From an optimization exercise on the open Yosys and OpenROAD flow, aimed at small area, a short achievable clock period and few clock cycles; shortcuts taken in it are not production practice.
The RTL was checked by simulation tests, not by an equivalence proof against the original design.
Power is estimated from default activity; no workload was simulated.

// eac3lc
module eac3lc (
    input  wire        clk,
    input  wire        rst,
    input  wire        host_req,
    input  wire        host_we,
    input  wire        host_buf,
    input  wire [7:0]  host_addr,
    input  wire [31:0] host_wdata,
    output reg  [31:0] host_rdata,
    output wire        busy
);
Size in the first run: roughly 4,600 cells after synthesis.
clock: 12.0 ns
lec_check: 0
cap_margin: 20
core_margin: 2
core_utilization: 46
cts_cluster_diameter: 60
cts_cluster_size: 20
place_density: 0.56
slew_margin: 20
standard.sh (not shown) runs the stock make flow with config.mk's settings and CLKGATE_MAP_FILE= SYNTH_SCRIPT=/design/flow/synth_recipe.tcl, a recipe that flattens the netlist after the stock synthesis.
==> flow/flow/run.sh <==
#!/bin/bash
# The standard layout, with the timing repair aiming 8.5 ns below the clock
# period and free to resize cells across footprints. Each step's full output
# stays in the ORFS logs under orfs/logs; make's own output goes to make.log.
set -euo pipefail
bash standard.sh SETUP_SLACK_MARGIN=8.5 MATCH_CELL_FOOTPRINT=0 finish > make.log 2>&1
Testbench counts at the start, summed over its fixed seeds: cycles 26,169.
Change:
==> flow/flow/run.sh (replaced) <==
#!/bin/bash
# The standard layout, with the timing repair aiming 8 ns below the clock
# period and free to resize cells across footprints. Each step's full output
# stays in the ORFS logs under orfs/logs; make's own output goes to make.log.
set -euo pipefail
bash standard.sh SETUP_SLACK_MARGIN=8 MATCH_CELL_FOOTPRINT=0 finish > make.log 2>&1
- CORE_UTILIZATION: 46 -> 50
- PLACE_DENSITY: 0.56 -> 0.6
Final area decreases by 11%.
Setup slack is worse by 110 ps.
Clock skew fell by 12 ps.


Another version of the RTL of eac3lc (not shown whole).
Size in the first run: ~5,000 cells after synthesis, roughly 920 flip-flops, about 45,000 um^2 of cells after synthesis.
clock: 12.0 ns
lec_check: 0
abc_area: 1
cap_margin: 20
core_margin: 2
core_utilization: 40
place_density: 0.5
slew_margin: 20
==> flow/flow/run.sh <==
#!/bin/bash
# The standard layout, with the timing repair aiming 8 ns below the clock
# period and free to resize cells across footprints. Each step's full output
# stays in the ORFS logs under orfs/logs; make's own output goes to make.log.
set -euo pipefail
bash standard.sh SETUP_SLACK_MARGIN=8 MATCH_CELL_FOOTPRINT=0 finish > make.log 2>&1
Testbench counts at the start, summed over its fixed seeds: cycles 26,169.
Next try:
- ABC_AREA: 1 -> unset
- CTS_CLUSTER_DIAMETER: unset -> 45
- CTS_CLUSTER_SIZE: unset -> 24
Outcome:
- utilization fell by 0.24 points
- worst hold slack gets worse by 0.011 ns
- total power increases by roughly a tenth
- sequential cell count does not change
- synthesized cell count shrinks by a few percent
- worst setup slack is worse by 0.20 ns
- die area grows slightly
Next try:
==> flow/flow/run.sh (replaced) <==
#!/bin/bash
# The standard layout, with the timing repair aiming 8 ns below the clock
# period, free to resize cells across footprints, and buf_4 port buffers.
# Each step's full output stays in the ORFS logs under orfs/logs; make's own
# output goes to make.log.
set -euo pipefail
bash standard.sh SETUP_SLACK_MARGIN=8 MATCH_CELL_FOOTPRINT=0 \
  "BUFFER_PORTS_ARGS=-buffer_cell sky130_fd_sc_hd__buf_4" finish > make.log 2>&1
- CORE_UTILIZATION: 40 -> 55
- CTS_BUF_LIST: unset -> sky130_fd_sc_hd__clkbuf_8
- CTS_CLUSTER_DIAMETER: 45 -> unset
- PLACE_DENSITY: 0.5 -> 0.65
The new run finished clean.
Final cell count came out lower by 7.0%.
Sequential share of layout area came out higher by 2.9 points.
Via count came out higher by 0.71%.
Routed wire length came out lower by about 7.5%.
Setup slack degrades by 0.42 ns.
Non-clock buffer count came out lower by 62.
Synthesized cell count stays the same.
Sequential power barely changes.
Global-route usage came out higher by 7.7 points.
Power came out lower by about 16%.
Utilization came out higher by 14 points.


== run A ==
RTL: one of the versions met above, not the one the previous note started from.
Size in the first run: ~4600 cells after synthesis, about 950 flip-flops, ~78 I/O pins, roughly 46000 um^2 of cells after synthesis.
clock: 12.0 ns
lec_check: 0
cap_margin: 20
core_margin: 2
core_utilization: 46
cts_cluster_diameter: 60
cts_cluster_size: 20
place_density: 0.56
slew_margin: 20
==> flow/flow/run.sh <==
#!/bin/bash
# The standard layout, with the timing repair aiming 8 ns below the clock
# period and free to resize cells across footprints. Each step's full output
# stays in the ORFS logs under orfs/logs; make's own output goes to make.log.
set -euo pipefail
bash standard.sh SETUP_SLACK_MARGIN=8 MATCH_CELL_FOOTPRINT=0 finish > make.log 2>&1
Run A: flow completed, timing, DRC and antenna clean
Testbench counts of run A, summed over its fixed seeds: cycles 26,169.
diff inputs: run A => run B
==> flow/flow/run.sh <==
#!/bin/bash
# The standard layout, with the timing repair aiming 7.5 ns below the clock
# period and free to resize cells across footprints. Each step's full output
# stays in the ORFS logs under orfs/logs; make's own output goes to make.log.
set -euo pipefail
bash standard.sh SETUP_SLACK_MARGIN=7.5 MATCH_CELL_FOOTPRINT=0 finish > make.log 2>&1
--- outcome ---
Compared to run A, run B has static leakage power 5.5% lower.
Reg-to-reg setup timing slack: run B < run A
Of run B and run A, it is run B that has the lower critical path depth.
Buffer count from post-CTS setup fixing: run B vs run A down 94
The switching part of the total number comes out lower for run A vs run B.
When run B is measured against run A, its maximum fanout count along the critical path turns out 1 lower.
Compared run B vs run A, and post-placement cell area is down in run B.
Clock period minus final worst setup slack, run B and run A: larger value in run B
Required time reported for the critical path endpoint in run B vs run A: down 0.18 ns
Against run A, overall power consumption in run B came out better.
On run B: clock-buffer cell count is 2 lower than what run A gave.
## Diff of input files: run C against run B
# run B
export LEC_CHECK = 0
export CAP_MARGIN = 20
export CORE_MARGIN = 2
export CORE_UTILIZATION = 46
export CTS_CLUSTER_DIAMETER = 60
export CTS_CLUSTER_SIZE = 20
export PLACE_DENSITY = 0.56
export SLEW_MARGIN = 20
create_clock -name core_clock -period 12.0 [get_ports {clk}]
# run C
export LEC_CHECK = 0
export CAP_MARGIN = 20
export CORE_MARGIN = 2
export CORE_UTILIZATION = 40
export CTS_CLUSTER_DIAMETER = 60
export CTS_CLUSTER_SIZE = 20
export PLACE_DENSITY = 0.5
export SLEW_MARGIN = 20
create_clock -name core_clock -period 12.0 [get_ports {clk}]
==> flow/flow/run.sh <==
#!/bin/bash
# The standard layout, with the timing repair aiming 8 ns below the clock
# period and free to resize cells across footprints. Each step's full output
# stays in the ORFS logs under orfs/logs; make's own output goes to make.log.
set -euo pipefail
bash standard.sh SETUP_SLACK_MARGIN=8 MATCH_CELL_FOOTPRINT=0 finish > make.log 2>&1
[summary]
Looking at the reports, run C completed the entire flow and the layout it produced met the timing, design-rule and antenna checks. [compare] base=run B new=run C: count of placed standard cells in the final layout, fillers left out now larger; share of total power in sequential cells now smaller; utilization after layout now smaller; ratio of routed vias to standard cells now smaller. The die area in run C was higher than what run B gave. Diff run B -> run C | power | increase of 1.7%. Worst hold slack delta (run B -> run C): insignificant. Compared to run B, run C has layout-stage area growth over the synthesis result 7.9 points higher. Wire length of run C exceeds that of run B by more than 10%. Comparing run C and run B, the higher number of cells after detailed placement is on run C.


RTL: one of the versions met above, not the one the previous note started from.
Size in the first run: ~4,700 cells after synthesis, about 920 flip-flops, about 78 I/O pins.
export LEC_CHECK = 0
export CAP_MARGIN = 20
export CORE_MARGIN = 2
export CORE_UTILIZATION = 40
export PLACE_DENSITY = 0.5
export SLEW_MARGIN = 20
create_clock -name core_clock -period 12.0 [get_ports {clk}]
==> flow/flow/run.sh <==
#!/bin/bash
# The standard layout, with the timing repair aiming 8 ns below the clock
# period, free to resize cells across footprints, and buf_4 port buffers.
# Each step's full output stays in the ORFS logs under orfs/logs; make's own
# output goes to make.log.
set -euo pipefail
bash standard.sh SETUP_SLACK_MARGIN=8 MATCH_CELL_FOOTPRINT=0 \
  "BUFFER_PORTS_ARGS=-buffer_cell sky130_fd_sc_hd__buf_4" finish > make.log 2>&1
Testbench counts at the start, summed over its fixed seeds: cycles 26,169.
==> next run, changes <==
==> flow/flow/run.sh (replaced) <==
#!/bin/bash
# The standard layout, with the timing repair aiming 8 ns below the clock
# period and free to resize cells across footprints. Each step's full output
# stays in the ORFS logs under orfs/logs; make's own output goes to make.log.
set -euo pipefail
bash standard.sh SETUP_SLACK_MARGIN=8 MATCH_CELL_FOOTPRINT=0 finish > make.log 2>&1
What happened:
- utilization rose by 0.53 points
- cell count is about the same
- first-iteration DRC count climbs by 8.2%


eac3lc again, from the RTL that the note above started with.
export LEC_CHECK = 0
export CAP_MARGIN = 20
export CORE_MARGIN = 2
export CORE_UTILIZATION = 55
export CTS_BUF_LIST = sky130_fd_sc_hd__clkbuf_4 sky130_fd_sc_hd__clkbuf_8
export CTS_CLUSTER_SIZE = 30
export PLACE_DENSITY = 0.65
export SLEW_MARGIN = 20
create_clock -name core_clock -period 12.0 [get_ports {clk}]
==> flow/flow/run.sh <==
#!/bin/bash
# The standard layout, with the timing repair aiming 8 ns below the clock
# period, free to resize cells across footprints, and buf_2 port buffers.
# Each step's full output stays in the ORFS logs under orfs/logs; make's own
# output goes to make.log.
set -euo pipefail
bash standard.sh SETUP_SLACK_MARGIN=8 MATCH_CELL_FOOTPRINT=0 \
  "BUFFER_PORTS_ARGS=-buffer_cell sky130_fd_sc_hd__buf_2" finish > make.log 2>&1
The starting point passed the timing, design-rule and antenna checks.
Testbench counts at the start, summed over its fixed seeds: cycles 26,169.
Next try:
==> flow/flow/run.sh (replaced) <==
#!/bin/bash
# The standard layout, with the timing repair aiming 8 ns below the clock
# period and free to resize cells across footprints. Each step's full output
# stays in the ORFS logs under orfs/logs; make's own output goes to make.log.
set -euo pipefail
bash standard.sh SETUP_SLACK_MARGIN=8 MATCH_CELL_FOOTPRINT=0 finish > make.log 2>&1
Settings changed: CORE_UTILIZATION 55 to 40, CTS_BUF_LIST sky130_fd_sc_hd__clkbuf_4 sky130_fd_sc_hd__clkbuf_8 to default, CTS_CLUSTER_DIAMETER from default to 60, CTS_CLUSTER_SIZE 30 to 20, PLACE_DENSITY 0.65 to 0.5.
Result: The changed run completed with no timing, DRC or antenna violations. Synthesized cell count stays the same. Global-route usage drops by 8.2 points. Sequential share of layout area drops by 1.8 points.

afterwards: timing with drivers on the ports:
The flow's constraints put no driver on any port. The routed layouts listed below were extracted and timed again, unchanged, in two steps. Step 1 sets driving cells, clkbuf_16 on the clock port and buf_2 on the other inputs (assumed; they add their load-dependent delay and slew). Step 2, shift: input delay + t, output delay - t, t = (earliest + latest rising clock arrival at the registers) / 2. This alone moves slack from input paths to output paths. Three values: ideal ports, drivers, drivers and shift; two values: the first two.
| run | shift t [ns] | setup slack, ns | latest minus earliest clock arrival (ns) | cell pins on the clock port's net |
|---|---|---|---|---|
| the first run of note 1 | 0.760 | 7.633 / 7.554 / 7.450 | 0.061 / 0.062 | 1 |
| the second run of note 1 | 0.752 | 7.526 / 7.526 / 7.267 | 0.049 / 0.050 | 1 |
| the first run of note 2 | 0.766 | 7.670 / 7.670 / 7.167 | 0.040 / 0.041 | 1 |
| the second run of note 2 | 0.824 | 7.468 / 7.390 / 7.160 | 0.046 / 0.046 | 1 |
| the third run of note 2 | 0.899 | 7.050 / 6.981 / 7.183 | 0.034 / 0.034 | 1 |
| run A | 0.762 | 7.669 / 7.627 / 7.228 | 0.050 / 0.049 | 1 |
| run B | 0.777 | 7.449 / 7.490 / 6.713 | 0.064 / 0.064 | 1 |
| run C | 0.780 | 7.656 / 7.656 / 7.140 | 0.032 / 0.032 | 1 |
| the first run of note 4 | 0.773 | 7.410 / 7.332 / 7.185 | 0.030 / 0.030 | 1 |
| the second run of note 4 | 0.772 | 7.469 / 7.389 / 7.227 | 0.049 / 0.049 | 1 |
| the first run of note 5 | 0.910 | 7.174 / 7.108 / 7.103 | 0.044 / 0.044 | 1 |
| the second run of note 5 | 0.757 | 7.461 / 7.383 / 7.192 | 0.080 / 0.080 | 1 |
After both steps setup and hold are still met in every run listed. The setup slack of run B, which loses most, moves by +0.041 ns with the drivers and by -0.736 ns with both steps.
